What follows belongs to an exercise in optimizing a design on an open flow for small area; a production flow would make more cautious choices.
The RTL was checked by simulation tests, not by an equivalence proof against the original design.
Power is estimated from default activity; no workload was simulated.

==> inputs of v29 <==
Design hdspbus, start of the top module:
module hdspbus (
    input  wire        clk,
    input  wire        rst,         
    input  wire        cmd_valid,
    output wire        cmd_ready,
    input  wire [31:0] cmd,
    output wire [15:0] status,
    output reg  [7:0]  a_out,
    output reg  [7:0]  d_out,
    output reg         d_oe,
    input  wire [7:0]  d_in,
    output reg  [7:0]  ce_n,
    output reg         wr_n,
    output reg         rd_n
);
    reg        errseen;
    reg  [2:0] lasterr;
    reg        tr;
    reg  [7:0] rdata;
    reg  [2:0] br;
    reg        fe, be, cl;
    reg  [7:0] streq;
    reg  [63:0] fmap;
    reg        busy;
    reg  [4:0] c;         
    reg        rd;        
    reg        test;      
    reg        all;       
    reg        flash;     
    reg        permod;    
    reg  [2:0] mod;       
    assign cmd_ready = ~busy;
    assign status    = {rdata, 2'b00, tr, lasterr, errseen, busy};
    wire [3:0] op = cmd[31:28];
    wire [3:0] sp = cmd[27:24];
    wire [7:0] ts = cmd[23:16];
    wire op_wrreg  = (op == 4'h1);
    wire op_rdreg  = (op == 4'h2);
    wire op_wrlog  = (op == 4'h3);
    wire op_wrpos  = (op == 4'h4);
    wire op_bri    = (op == 4'h5);
    wire op_fe     = (op == 4'h6);
    wire op_be     = (op == 4'h7);
    wire op_cl     = (op == 4'h8);
    wire op_self   = (op == 4'h9);
    wire op_rdtest = (op == 4'hA);
    wire op_ldfmap = (op == 4'hB);
    wire op_flash  = (op == 4'hC);
    wire op_set    = op_bri | op_fe | op_be | op_cl;
    wire nz_sp    = |sp;
    wire nz_ts    = |ts;
    wire nz_ts_hi = |ts[7:3];
    wire nz_ad_hi = |cmd[15:11];
    wire nz_ad    = nz_ad_hi | (|cmd[10:8]);
    wire nz_dt_hi = |cmd[7:3];
    wire nz_dt    = nz_dt_hi | (|cmd[2:0]);
    wire nz_2718  = nz_sp | nz_ts | nz_ad;
    wire ts_all   = &ts;
    wire illegal =
        (op == 4'h0) || (op[3:2] == 2'b11 && op[1:0] != 2'b00) ||
        ((op_wrreg || op_ldfmap) && nz_sp) ||
        (op_rdreg  && (nz_sp || nz_dt)) ||
        (op_wrlog  && (sp[3] || (sp[2] && sp[1:0] != 2'b00))) ||
        (op_wrpos  && (sp != 4'd3) && (sp != 4'd4)) ||
        (op_bri    && (nz_2718 || nz_dt_hi)) ||
        ((op_fe || op_be || op_cl) && (nz_2718 || nz_dt_hi || (|cmd[2:1]))) ||
        (op_self   && (nz_sp || nz_ad || (|cmd[7:1]))) ||
        (op_rdtest && (nz_sp || nz_ad || nz_dt)) ||
        (op_flash  && (nz_2718 || nz_dt));
  ...
export LEC_CHECK = 0
export CAP_MARGIN = 20
export CORE_MARGIN = 2
export CORE_UTILIZATION = 40
export PLACE_DENSITY = 0.6
export SLEW_MARGIN = 20
create_clock -name core_clock -period 10.0 [get_ports {clk}]
standard.sh (not shown) runs the stock make flow with config.mk's settings and CLKGATE_MAP_FILE= SYNTH_SCRIPT=/design/flow/synth_recipe.tcl, a recipe that flattens the netlist after the stock synthesis.
==> flow/flow/run.sh <==
#!/bin/bash
export BUFFER_PORTS_ARGS="-buffer_cell sky130_fd_sc_hd__buf_1"
export CTS_ARGS="-sink_clustering_enable -repair_clock_nets -dont_use_dummy_load -buf_list sky130_fd_sc_hd__clkbuf_4 -sink_clustering_size 12 -sink_clustering_max_diameter 40"
bash standard.sh > standard.log 2>&1
==> inputs of v11, as changes to v29 <==
==> flow/flow/run.sh (replaced) <==
#!/bin/bash
export BUFFER_PORTS_ARGS="-buffer_cell sky130_fd_sc_hd__buf_1"
export RECOVER_POWER=100
export CTS_ARGS="-sink_clustering_enable -repair_clock_nets -dont_use_dummy_load -buf_list sky130_fd_sc_hd__clkbuf_4 -sink_clustering_size 12 -sink_clustering_max_diameter 40"
bash standard.sh > standard.log 2>&1
==> summary.txt <==
| item | v29 | v11 |
|---|---|---|
| Sequential group power | 682 uW | 683 uW |
| Power density of the placed cells | 158 nW/um^2 | 159 nW/um^2 |
| Proportion of cell area occupied by multi-input gates | 0.333 | 0.332 |
| Min setup slack post-route | 5140 ps | 4590 ps |
| Area used by multi-input combinational logic | 2340 um^2 | 2320 um^2 |
| Total number of cells along the worst setup path | 8 | 5 |
| Worst setup path startpoint | cmd[30] | rst |
| Tightest slew margin relative to the limit | 0.220 | -0.452 |
| ClkCell Share | 0.0182 | 0.0183 |
| Post-route clock skew | 32.8 ps | 29.6 ps |
| Seq area share | 0.550 | 0.554 |
| Crit-path max cell delay | 500 ps | 1540 ps |
| Final routed wirelength across all metal layers | 16,600 um | 16,600 um |
| Switching power total | 313 uW | 313 uW |
| End-of-flow core utilization | 0.443 | 0.441 |
| Cell Int Power | 799 uW | 799 uW |
| Final Power | 1.11 mW | 1.11 mW |
| Violation count after the first detailed-routing iteration | 469 | 517 |
| Power in combinational cells | 192 uW | 191 uW |
| Crit path required time | 10,190 ps | 10,240 ps |
| Post-route design area | 7020 um^2 | 6980 um^2 |
| Status | complete, no violations | finished with violations |
| Violated checks | - | capacitance limit, slew limit |
| Routed len/inst | 20.2 um | 20.3 um |
| Drt pass-1 iters | 7 | 5 |
| WP data arrival | 5050 ps | 5640 ps |
| Destination of the critical timing path | fmap[46] | tr |

## re-timing with driven ports
The flow's constraints put no driver on any port. The routed layouts listed below were extracted and timed again, unchanged, in two steps.
Step 1 sets driving cells, clkbuf_16 on the clock port and buf_2 on the other inputs (assumed; they add their load-dependent delay and slew).
Step 2 times the ports against the registers' clock, not the clock port: input delays grow and output delays shrink by t, the midpoint of the rising clock arrivals with the driver on.
a / b / c = no drivers / after step 1 / after step 2; a / b = the first two.
| run | t, ns | setup WS [ns] | worst setup path at the end | cell pins on the clock port's net |
|---|---|---|---|---|
| v29 | 0.548 | 5.139 / 5.152 / 4.603 | input to register | 1 |
| v11 | 0.553 | 4.592 / 4.604 / 4.051 | input to register | 1 |
For v11, which loses most, drivers alone change the setup slack by +0.012 ns; drivers and shift together by -0.541 ns.
